This design comes from an exercise in tuning for small area, a short achievable clock period and few clock cycles on the open sky130 flow, not from production work. Function was checked by simulation only, so behaviour that the tests miss may differ from the original. The flow treats the clock pin as an ideal source. Dropping or thinning the clock tree relies on that and would not hold on a real chip. Power is estimated from default activity; no workload was simulated.

Setup of build 17:
==> flow/design.v (excerpt) <==
module frame_codec (
    input  wire         clk,
    input  wire         rst,
    input  wire         tx_req_valid,
    output wire         tx_req_ready,
    input  wire         tx_op,
    input  wire         tx_ft,
    input  wire         tx_aw,
    input  wire [31:0]  tx_raw_id,
    input  wire [7:0]   tx_sid,
    input  wire [7:0]   tx_nid,
    input  wire [7:0]   tx_plen,
    input  wire [119:0] tx_pay,
    output wire         tx_valid,
    output wire [7:0]   tx_data,
    output wire         tx_last,
    input  wire         tx_ready,
    output wire         tx_resp_valid,
    output wire [2:0]   tx_status,
    output wire [4:0]   tx_wire_len,
    input  wire         rx_req_valid,
    output wire         rx_req_ready,
    input  wire         rx_valid,
    input  wire [7:0]   rx_data,
    input  wire         rx_timeout,
    output wire         rx_ready,
    output wire         rx_resp_valid,
    output wire [2:0]   rx_status,
    output wire         rx_ft,
    output wire         rx_aw,
    output wire [25:0]  rx_sid,
    output wire [5:0]   rx_nid,
    output wire [3:0]   rx_plen,
    output wire [119:0] rx_pay
);
Size: about 610 cells after synthesis, ~380 I/O pins.
==> flow/config.mk <==
export PLATFORM = sky130hd
export DESIGN_NAME = frame_codec
export DESIGN_NICKNAME = frame_codec
export VERILOG_FILES = /design/flow/design.v
export SDC_FILE = /design/flow/constraint.sdc
export NUM_CORES = 4
export LEC_CHECK = 0
export CAP_MARGIN = 20
export CORE_MARGIN = 2
export CORE_UTILIZATION = 60
export SETUP_SLACK_MARGIN = 3.85
export SLEW_MARGIN = 20
export SYNTH_HIERARCHICAL = 1
==> flow/constraint.sdc <==
create_clock -name core_clock -period 6.0 [get_ports {clk}]
set_input_delay 1.2000 -clock core_clock [delete_from_list [all_inputs] [get_ports {clk}]]
set_output_delay 1.2000 -clock core_clock [all_outputs]
set_load 0.01 [all_outputs]
standard.sh (not shown) runs the stock make flow with config.mk's settings and CLKGATE_MAP_FILE= SYNTH_SCRIPT=/design/flow/synth_recipe.tcl, a recipe that flattens the netlist after the stock synthesis.
==> flow/flow/run.sh <==
#!/bin/bash
# Standard layout, except that:
#  - the port buffers are the smallest buffer cell (buf_1);
#  - the clock tree is built by flow/manual_tree.tcl in place of TritonCTS:
#    the clock port drives 4 root buffers, each next to its share of the
#    leaf buffers, and each leaf buffer drives one balanced k-means cluster
#    of flip-flops. Everything after the tree (legalisation, timing repair,
#    routing, finishing) is the standard cts.tcl and later steps.
set -euo pipefail
here=$(pwd)
export BUFFER_PORTS_ARGS="-buffer_cell sky130_fd_sc_hd__buf_1"
bash standard.sh synth > log_synth.log 2>&1
rm -rf scripts_mt
cp -r "$FLOW_HOME/scripts" scripts_mt
python3 - "$here/scripts_mt/cts.tcl" > log_patch.log 2>&1 <<'PY'
import sys
p = sys.argv[1]
s = open(p).read()
old = "log_cmd clock_tree_synthesis {*}$cts_args"
assert s.count(old) == 1
s = s.replace(old, "source $::env(MT_TREE_TCL)\nmt_build $::env(MT_NLEAF) $::env(MT_NROOT) sky130_fd_sc_hd__clkbuf_16 sky130_fd_sc_hd__clkbuf_16")
open(p, "w").write(s)
print("patched", p)
PY
export MT_TREE_TCL="$here/flow/manual_tree.tcl"
export MT_NLEAF=${MT_NLEAF:-12}
export MT_NROOT=${MT_NROOT:-4}
bash standard.sh SCRIPTS_DIR="$here/scripts_mt" finish > log_flow.log 2>&1
Other scripts of this flow, unchanged in this note and not shown: flow/flow/manual_tree.tcl
Build 17: all stages complete, timing, DRC and antenna checks passed
Testbench counts of build 17, summed over its fixed seeds: cycles 56,146.
[inputs] build 56 vs build 17
diff --git a/flow/config.mk b/flow/config.mk
--- a/flow/config.mk
+++ b/flow/config.mk
@@ -9,4 +9,4 @@
 export CORE_MARGIN = 2
-export CORE_UTILIZATION = 60
-export SETUP_SLACK_MARGIN = 3.85
+export CORE_UTILIZATION = 40
+export SETUP_SLACK_MARGIN = 3.8
 export SLEW_MARGIN = 20
==> run summary <==
- Of build 17 and build 56, the lower power per cell area belongs to build 56.
- Changes observed in build 56 relative to build 17: power saw an increase; area after detailed placement saw an increase; placeable core region saw an increase.
- A cell at the slowest stage of the critical path of sky130_fd_sc_hd__edfxtp_1 is what build 17 shows, while sky130_fd_sc_hd__a22oi_1 belongs to build 56.
- In build 56, the data arrival time at the worst-slack endpoint came out 1.43 ns above the value in build 17.
- Relative to build 17, the worst setup slack of build 56 is lower by 0.054 ns.
- Taking build 17 as 1.0, build 56 lands at 1.10 on met1 layer wirelength in the final routing.
- In build 56 the met3 usage turned out 2.2 points lower than in build 17.
### build 56 -> build 58
diff --git a/flow/flow/run.sh b/flow/flow/run.sh
--- a/flow/flow/run.sh
+++ b/flow/flow/run.sh
@@ -20,3 +20,3 @@
 assert s.count(old) == 1
-s = s.replace(old, "source $::env(MT_TREE_TCL)\nmt_build $::env(MT_NLEAF) $::env(MT_NROOT) sky130_fd_sc_hd__clkbuf_16 sky130_fd_sc_hd__clkbuf_16")
+s = s.replace(old, "source $::env(MT_TREE_TCL)\nmt_build $::env(MT_NLEAF) $::env(MT_NROOT) $::env(MT_LEAF_CELL) $::env(MT_ROOT_CELL)")
 open(p, "w").write(s)
@@ -25,4 +25,6 @@
 export MT_TREE_TCL="$here/flow/manual_tree.tcl"
-export MT_NLEAF=${MT_NLEAF:-12}
-export MT_NROOT=${MT_NROOT:-4}
+export MT_NLEAF=12
+export MT_NROOT=4
+export MT_LEAF_CELL=sky130_fd_sc_hd__clkbuf_16
+export MT_ROOT_CELL=sky130_fd_sc_hd__clkbuf_16
 bash standard.sh SCRIPTS_DIR="$here/scripts_mt" finish > log_flow.log 2>&1
diff --git a/flow/config.mk b/flow/config.mk
--- a/flow/config.mk
+++ b/flow/config.mk
@@ -9,4 +9,4 @@
 export CORE_MARGIN = 2
-export CORE_UTILIZATION = 40
-export SETUP_SLACK_MARGIN = 3.8
+export CORE_UTILIZATION = 60
+export SETUP_SLACK_MARGIN = 3.9
 export SLEW_MARGIN = 20
==> run summary <==
Build 56 vs build 58, launching element of the worst setup path: u_tx.nidx[0] vs u_tx.nidx[3]. Compared with build 56, vertical die dimension in build 58 decreased by more than 10%. Build 56 → build 58: total power consumption of the routed design has increased, delay of the slowest critical-path stage has decreased, critical path depth in cells has decreased. Build 58 does worse than build 56 on highest ir drop seen on vdd. Against build 56 as the reference, build 58 delivers a higher minimum period implied by the final worst setup slack. Build 58 vs build 56 — sequential fraction of design power dropped 1.0 points.
In every run of this note, the design's own scripts or RTL, not TritonCTS, make the clock network.

Starting RTL as in the previous note.
==> flow/config.mk <==
export PLATFORM = sky130hd
export DESIGN_NAME = frame_codec
export DESIGN_NICKNAME = frame_codec
export VERILOG_FILES = /design/flow/design.v
export SDC_FILE = /design/flow/constraint.sdc
export NUM_CORES = 4
export LEC_CHECK = 0
export CAP_MARGIN = 20
export CORE_MARGIN = 2
export CORE_UTILIZATION = 55
export SETUP_SLACK_MARGIN = 3.85
export SLEW_MARGIN = 20
export SYNTH_HIERARCHICAL = 1
==> flow/constraint.sdc <==
create_clock -name core_clock -period 6.0 [get_ports {clk}]
set_input_delay 1.2000 -clock core_clock [delete_from_list [all_inputs] [get_ports {clk}]]
set_output_delay 1.2000 -clock core_clock [all_outputs]
set_load 0.01 [all_outputs]
==> flow/flow/run.sh <==
#!/bin/bash
# Standard layout, except that:
#  - the port buffers are the smallest buffer cell (buf_1);
#  - the clock tree is built by flow/manual_tree.tcl in place of TritonCTS:
#    the clock port drives 4 root buffers, each next to its share of the
#    leaf buffers, and each leaf buffer drives one balanced k-means cluster
#    of flip-flops. Everything after the tree (legalisation, timing repair,
#    routing, finishing) is the standard cts.tcl and later steps.
set -euo pipefail
here=$(pwd)
export BUFFER_PORTS_ARGS="-buffer_cell sky130_fd_sc_hd__buf_1"
bash standard.sh synth > log_synth.log 2>&1
rm -rf scripts_mt
cp -r "$FLOW_HOME/scripts" scripts_mt
python3 - "$here/scripts_mt/cts.tcl" > log_patch.log 2>&1 <<'PY'
import sys
p = sys.argv[1]
s = open(p).read()
old = "log_cmd clock_tree_synthesis {*}$cts_args"
assert s.count(old) == 1
s = s.replace(old, "source $::env(MT_TREE_TCL)\nmt_build $::env(MT_NLEAF) $::env(MT_NROOT) $::env(MT_LEAF_CELL) $::env(MT_ROOT_CELL)")
open(p, "w").write(s)
print("patched", p)
PY
export MT_TREE_TCL="$here/flow/manual_tree.tcl"
export MT_NLEAF=12
export MT_NROOT=4
export MT_LEAF_CELL=sky130_fd_sc_hd__clkbuf_16
export MT_ROOT_CELL=sky130_fd_sc_hd__clkbuf_16
bash standard.sh SCRIPTS_DIR="$here/scripts_mt" finish > log_flow.log 2>&1
==> flow/flow/manual_tree.tcl <==
proc mt_build {nleaf use_root leaf_cell root_cell} {
  set db [ord::get_db]
  set block [ord::get_db_block]
  set clk [$block findNet clk]
  set sinks {}
  foreach it [$clk getITerms] {
    if {[$it isInputSignal] || [[$it getMTerm] getSigType] eq "CLOCK"} { lappend sinks $it }
  }
  set n [llength $sinks]
  set xs {}; set ys {}
  foreach it $sinks {
    set bb [[$it getInst] getBBox]
    lappend xs [expr {([$bb xMin] + [$bb xMax]) / 2}]
    lappend ys [expr {([$bb yMin] + [$bb yMax]) / 2}]
  }
  # k-means, seeded along a sort by angle around the centroid
  set cx 0; set cy 0
  foreach x $xs y $ys { set cx [expr {$cx + $x}]; set cy [expr {$cy + $y}] }
  set cx [expr {$cx / double($n)}]; set cy [expr {$cy / double($n)}]
  set idx {}
  for {set i 0} {$i < $n} {incr i} {
    lappend idx [list $i [expr {atan2([lindex $ys $i] - $cy, [lindex $xs $i] - $cx)}]]
  }
  set idx [lsort -real -index 1 $idx]
  set kx {}; set ky {}
  for {set c 0} {$c < $nleaf} {incr c} {
    set sx 0; set sy 0; set m 0
    for {set p [expr {$c * $n / $nleaf}]} {$p < ($c + 1) * $n / $nleaf} {incr p} {
      set i [lindex $idx $p 0]
      set sx [expr {$sx + [lindex $xs $i]}]; set sy [expr {$sy + [lindex $ys $i]}]; incr m
    }
    lappend kx [expr {$sx / double($m)}]; lappend ky [expr {$sy / double($m)}]
  }
  set cap [expr {int(ceil(double($n) / $nleaf * 1.15))}]
  for {set iter 0} {$iter < 30} {incr iter} {
    # balanced assignment: nearest centre with room
    set pairs {}
    for {set i 0} {$i < $n} {incr i} {
      for {set c 0} {$c < $nleaf} {incr c} {
        set d [expr {abs([lindex $xs $i] - [lindex $kx $c]) + abs([lindex $ys $i] - [lindex $ky $c])}]
        lappend pairs [list $i $c $d]
      }
    }
    set pairs [lsort -real -index 2 $pairs]
    set asg [lrepeat $n -1]; set cnt [lrepeat $nleaf 0]
    foreach pr $pairs {
      lassign $pr i c d
      if {[lindex $asg $i] >= 0 || [lindex $cnt $c] >= $cap} continue
      lset asg $i $c; lset cnt $c [expr {[lindex $cnt $c] + 1}]
    }
    set nx [lrepeat $nleaf 0.0]; set ny [lrepeat $nleaf 0.0]
    for {set i 0} {$i < $n} {incr i} {
      set c [lindex $asg $i]
      lset nx $c [expr {[lindex $nx $c] + [lindex $xs $i]}]
      lset ny $c [expr {[lindex $ny $c] + [lindex $ys $i]}]
    }
    for {set c 0} {$c < $nleaf} {incr c} {
      if {[lindex $cnt $c] > 0} {
        lset kx $c [expr {[lindex $nx $c] / [lindex $cnt $c]}]
        lset ky $c [expr {[lindex $ny $c] / [lindex $cnt $c]}]
      }
    }
  }
  set lm [$db findMaster $leaf_cell]
  set rm [$db findMaster $root_cell]
  # group the leaves for the roots: sort leaves by angle around the centroid
  set lidx {}
  for {set c 0} {$c < $nleaf} {incr c} {
    lappend lidx [list $c [expr {atan2([lindex $ky $c] - $cy, [lindex $kx $c] - $cx)}]]
  }
  set lidx [lsort -real -index 1 $lidx]
  set lroot [lrepeat $nleaf 0]
  if {$use_root > 0} {
    for {set p 0} {$p < $nleaf} {incr p} {
      lset lroot [lindex $lidx $p 0] [expr {$p * $use_root / $nleaf}]
    }
    set tops {}
    for {set r 0} {$r < $use_root} {incr r} {
      set sx 0; set sy 0; set m 0
      for {set c 0} {$c < $nleaf} {incr c} {
        if {[lindex $lroot $c] == $r} {
          set sx [expr {$sx + [lindex $kx $c]}]; set sy [expr {$sy + [lindex $ky $c]}]; incr m
        }
      }
      set root [odb::dbInst_create $block $rm "mt_root_$r"]
      $root setLocation [expr {int($sx / $m)}] [expr {int($sy / $m)}]
      $root setPlacementStatus PLACED
      set top [odb::dbNet_create $block "mt_clk_root_$r"]
      $top setSigType CLOCK
      [$root findITerm A] connect $clk
      [$root findITerm X] connect $top
      lappend tops $top
    }
  }
  for {set c 0} {$c < $nleaf} {incr c} {
    set b [odb::dbInst_create $block $lm "mt_leaf_$c"]
    $b setLocation [expr {int([lindex $kx $c])}] [expr {int([lindex $ky $c])}]
    $b setPlacementStatus PLACED
    set net [odb::dbNet_create $block "mt_clk_$c"]
    $net setSigType CLOCK
    if {$use_root > 0} {
      [$b findITerm A] connect [lindex $tops [lindex $lroot $c]]
    } else {
      [$b findITerm A] connect $clk
    }
    [$b findITerm X] connect $net
    for {set i 0} {$i < $n} {incr i} {
      if {[lindex $asg $i] == $c} {
        set it [lindex $sinks $i]
        $it disconnect
        $it connect $net
      }
    }
  }
  puts "manual tree: $n sinks, $nleaf leaves ([join $cnt { }]), roots $use_root"
}
Testbench counts at the start, summed over its fixed seeds: cycles 56,146.
Next try:
--- a/flow/flow/run.sh
+++ b/flow/flow/run.sh
@@ -11,2 +11,3 @@
 export BUFFER_PORTS_ARGS="-buffer_cell sky130_fd_sc_hd__buf_1"
+export RECOVER_POWER=100
 bash standard.sh synth > log_synth.log 2>&1
--- a/flow/flow/manual_tree.tcl
+++ b/flow/flow/manual_tree.tcl
@@ -90,3 +90,3 @@
       [$root findITerm A] connect $clk
-      [$root findITerm X] connect $top
+      [mt_out $root] connect $top
       lappend tops $top
@@ -105,3 +105,3 @@
     }
-    [$b findITerm X] connect $net
+    [mt_out $b] connect $net
     for {set i 0} {$i < $n} {incr i} {
@@ -116 +116,8 @@
 }
+
+# the output pin of a buffer (X) or inverter (Y)
+proc mt_out {inst} {
+  set it [$inst findITerm X]
+  if {$it eq "NULL" || $it eq ""} { set it [$inst findITerm Y] }
+  return $it
+}
CORE_UTILIZATION = 60   (was 55)
Area after synthesis stays the same.
Power shrinks by 1.4%.
Register-to-register slack degrades by 0.31 ns.
Final area falls by 4.2%.
Global-route usage went up by 1.4 points.
Worst setup slack got worse by 0.48 ns.
Critical path depth goes up by 4.
Routed wire length fell by 4.9%.
Maximum frequency decreases by 19%.
Clock power hardly moves.
Sequential share of layout area rose by 2.3 points.
Next try:
--- a/flow/flow/run.sh
+++ b/flow/flow/run.sh
@@ -11,3 +11,2 @@
 export BUFFER_PORTS_ARGS="-buffer_cell sky130_fd_sc_hd__buf_1"
-export RECOVER_POWER=100
 bash standard.sh synth > log_synth.log 2>&1
@@ -21,3 +20,3 @@
 assert s.count(old) == 1
-s = s.replace(old, "source $::env(MT_TREE_TCL)\nmt_build $::env(MT_NLEAF) $::env(MT_NROOT) $::env(MT_LEAF_CELL) $::env(MT_ROOT_CELL)")
+s = s.replace(old, "source $::env(MT_TREE_TCL)\nmt_build $::env(MT_NLEAF) $::env(MT_NROOT) sky130_fd_sc_hd__clkbuf_16 sky130_fd_sc_hd__clkbuf_16")
 open(p, "w").write(s)
@@ -26,6 +25,4 @@
 export MT_TREE_TCL="$here/flow/manual_tree.tcl"
-export MT_NLEAF=12
-export MT_NROOT=4
-export MT_LEAF_CELL=sky130_fd_sc_hd__clkbuf_16
-export MT_ROOT_CELL=sky130_fd_sc_hd__clkbuf_16
+export MT_NLEAF=${MT_NLEAF:-12}
+export MT_NROOT=${MT_NROOT:-4}
 bash standard.sh SCRIPTS_DIR="$here/scripts_mt" finish > log_flow.log 2>&1
--- a/flow/flow/manual_tree.tcl
+++ b/flow/flow/manual_tree.tcl
@@ -90,3 +90,3 @@
       [$root findITerm A] connect $clk
-      [mt_out $root] connect $top
+      [$root findITerm X] connect $top
       lappend tops $top
@@ -105,3 +105,3 @@
     }
-    [mt_out $b] connect $net
+    [$b findITerm X] connect $net
     for {set i 0} {$i < $n} {incr i} {
@@ -116,8 +116 @@
 }
-
-# the output pin of a buffer (X) or inverter (Y)
-proc mt_out {inst} {
-  set it [$inst findITerm X]
-  if {$it eq "NULL" || $it eq ""} { set it [$inst findITerm Y] }
-  return $it
-}
CORE_UTILIZATION = 40   (was 60)
SETUP_SLACK_MARGIN = 3.95   (was 3.85)
Effect:
- The changed run ran to the end with no violations
- synthesized area stays the same
- clock skew stays flat
- core utilization fell by 21 points
- final area rose by roughly a tenth
- routed wire length rose by a few percent
Next try:
--- a/flow/flow/run.sh
+++ b/flow/flow/run.sh
@@ -20,3 +20,3 @@
 assert s.count(old) == 1
-s = s.replace(old, "source $::env(MT_TREE_TCL)\nmt_build $::env(MT_NLEAF) $::env(MT_NROOT) sky130_fd_sc_hd__clkbuf_16 sky130_fd_sc_hd__clkbuf_16")
+s = s.replace(old, "source $::env(MT_TREE_TCL)\nmt_build $::env(MT_NLEAF) $::env(MT_NROOT) $::env(MT_LEAF_CELL) $::env(MT_ROOT_CELL)")
 open(p, "w").write(s)
@@ -25,4 +25,6 @@
 export MT_TREE_TCL="$here/flow/manual_tree.tcl"
-export MT_NLEAF=${MT_NLEAF:-12}
-export MT_NROOT=${MT_NROOT:-4}
+export MT_NLEAF=12
+export MT_NROOT=4
+export MT_LEAF_CELL=sky130_fd_sc_hd__clkbuf_16
+export MT_ROOT_CELL=sky130_fd_sc_hd__clkbuf_16
 bash standard.sh SCRIPTS_DIR="$here/scripts_mt" finish > log_flow.log 2>&1
--- a/flow/flow/manual_tree.tcl
+++ b/flow/flow/manual_tree.tcl
@@ -90,3 +90,3 @@
       [$root findITerm A] connect $clk
-      [$root findITerm X] connect $top
+      [mt_out $root] connect $top
       lappend tops $top
@@ -105,3 +105,3 @@
     }
-    [$b findITerm X] connect $net
+    [mt_out $b] connect $net
     for {set i 0} {$i < $n} {incr i} {
@@ -116 +116,8 @@
 }
+
+# the output pin of a buffer (X) or inverter (Y)
+proc mt_out {inst} {
+  set it [$inst findITerm X]
+  if {$it eq "NULL" || $it eq ""} { set it [$inst findITerm Y] }
+  return $it
+}
CORE_UTILIZATION = 60   (was 40)
SETUP_SLACK_MARGIN = 4.05   (was 3.95)
TNS_END_PERCENT = 5   (was not set)
After rerunning:
- The changed run finished with timing, DRC and antenna clean
- die area went down by a quarter to a third
- clock power went down slightly
- combinational power went down by about a fifth
- via count went up by a few percent
- routed wire length went up slightly
- critical path depth went up by 7
- setup slack loses 0.033 ns
- fmax went down slightly
- flip-flop and latch count does not change
- cell area went down by a few percent
In every run of this note, the design's own scripts or RTL, not TritonCTS, make the clock network.

==> re-timing with driven ports <==
The results above use ideal ports. As a check the final layouts listed here were re-extracted and re-timed, cells and wires unchanged.
Step 1, drivers: a clkbuf_16 drives clk and a buf_2 each remaining input, both assumed.
Step 2, shift: input delay + t, output delay - t, t = (earliest + latest rising clock arrival at the registers) / 2. This alone moves slack from input paths to output paths.
Slacks: no drivers / after step 1 / after step 2; pairs: no drivers / after step 1.
| run | t (ns) | setup slack, ns | worst hold slack (ns) |
|---|---|---|---|
| build 17 | 0.370 | 3.880 / 3.791 / 3.542 | 0.464 / 0.464 / 0.464 |
| build 56 | 0.373 | 3.826 / 3.782 / 3.554 | 0.464 / 0.464 / 0.464 |
| build 58 | 0.385 | 3.777 / 3.730 / 3.538 | 0.469 / 0.469 / 0.469 |
| the first run of note 2 | 0.378 | 3.874 / 3.780 / 3.546 | 0.448 / 0.448 / 0.448 |
| the second run of note 2 | 0.371 | 3.391 / 3.458 / 3.086 | 0.462 / 0.462 / 0.462 |
| the third run of note 2 | 0.374 | 3.897 / 3.805 / 3.609 | 0.452 / 0.452 / 0.452 |
| the fourth run of note 2 | 0.373 | 3.864 / 3.790 / 3.509 | 0.475 / 0.475 / 0.475 |
After both steps every run listed still meets setup and hold. The setup slack of the fourth run of note 2, which loses most, moves by -0.074 ns with the drivers and by -0.355 ns with both steps.
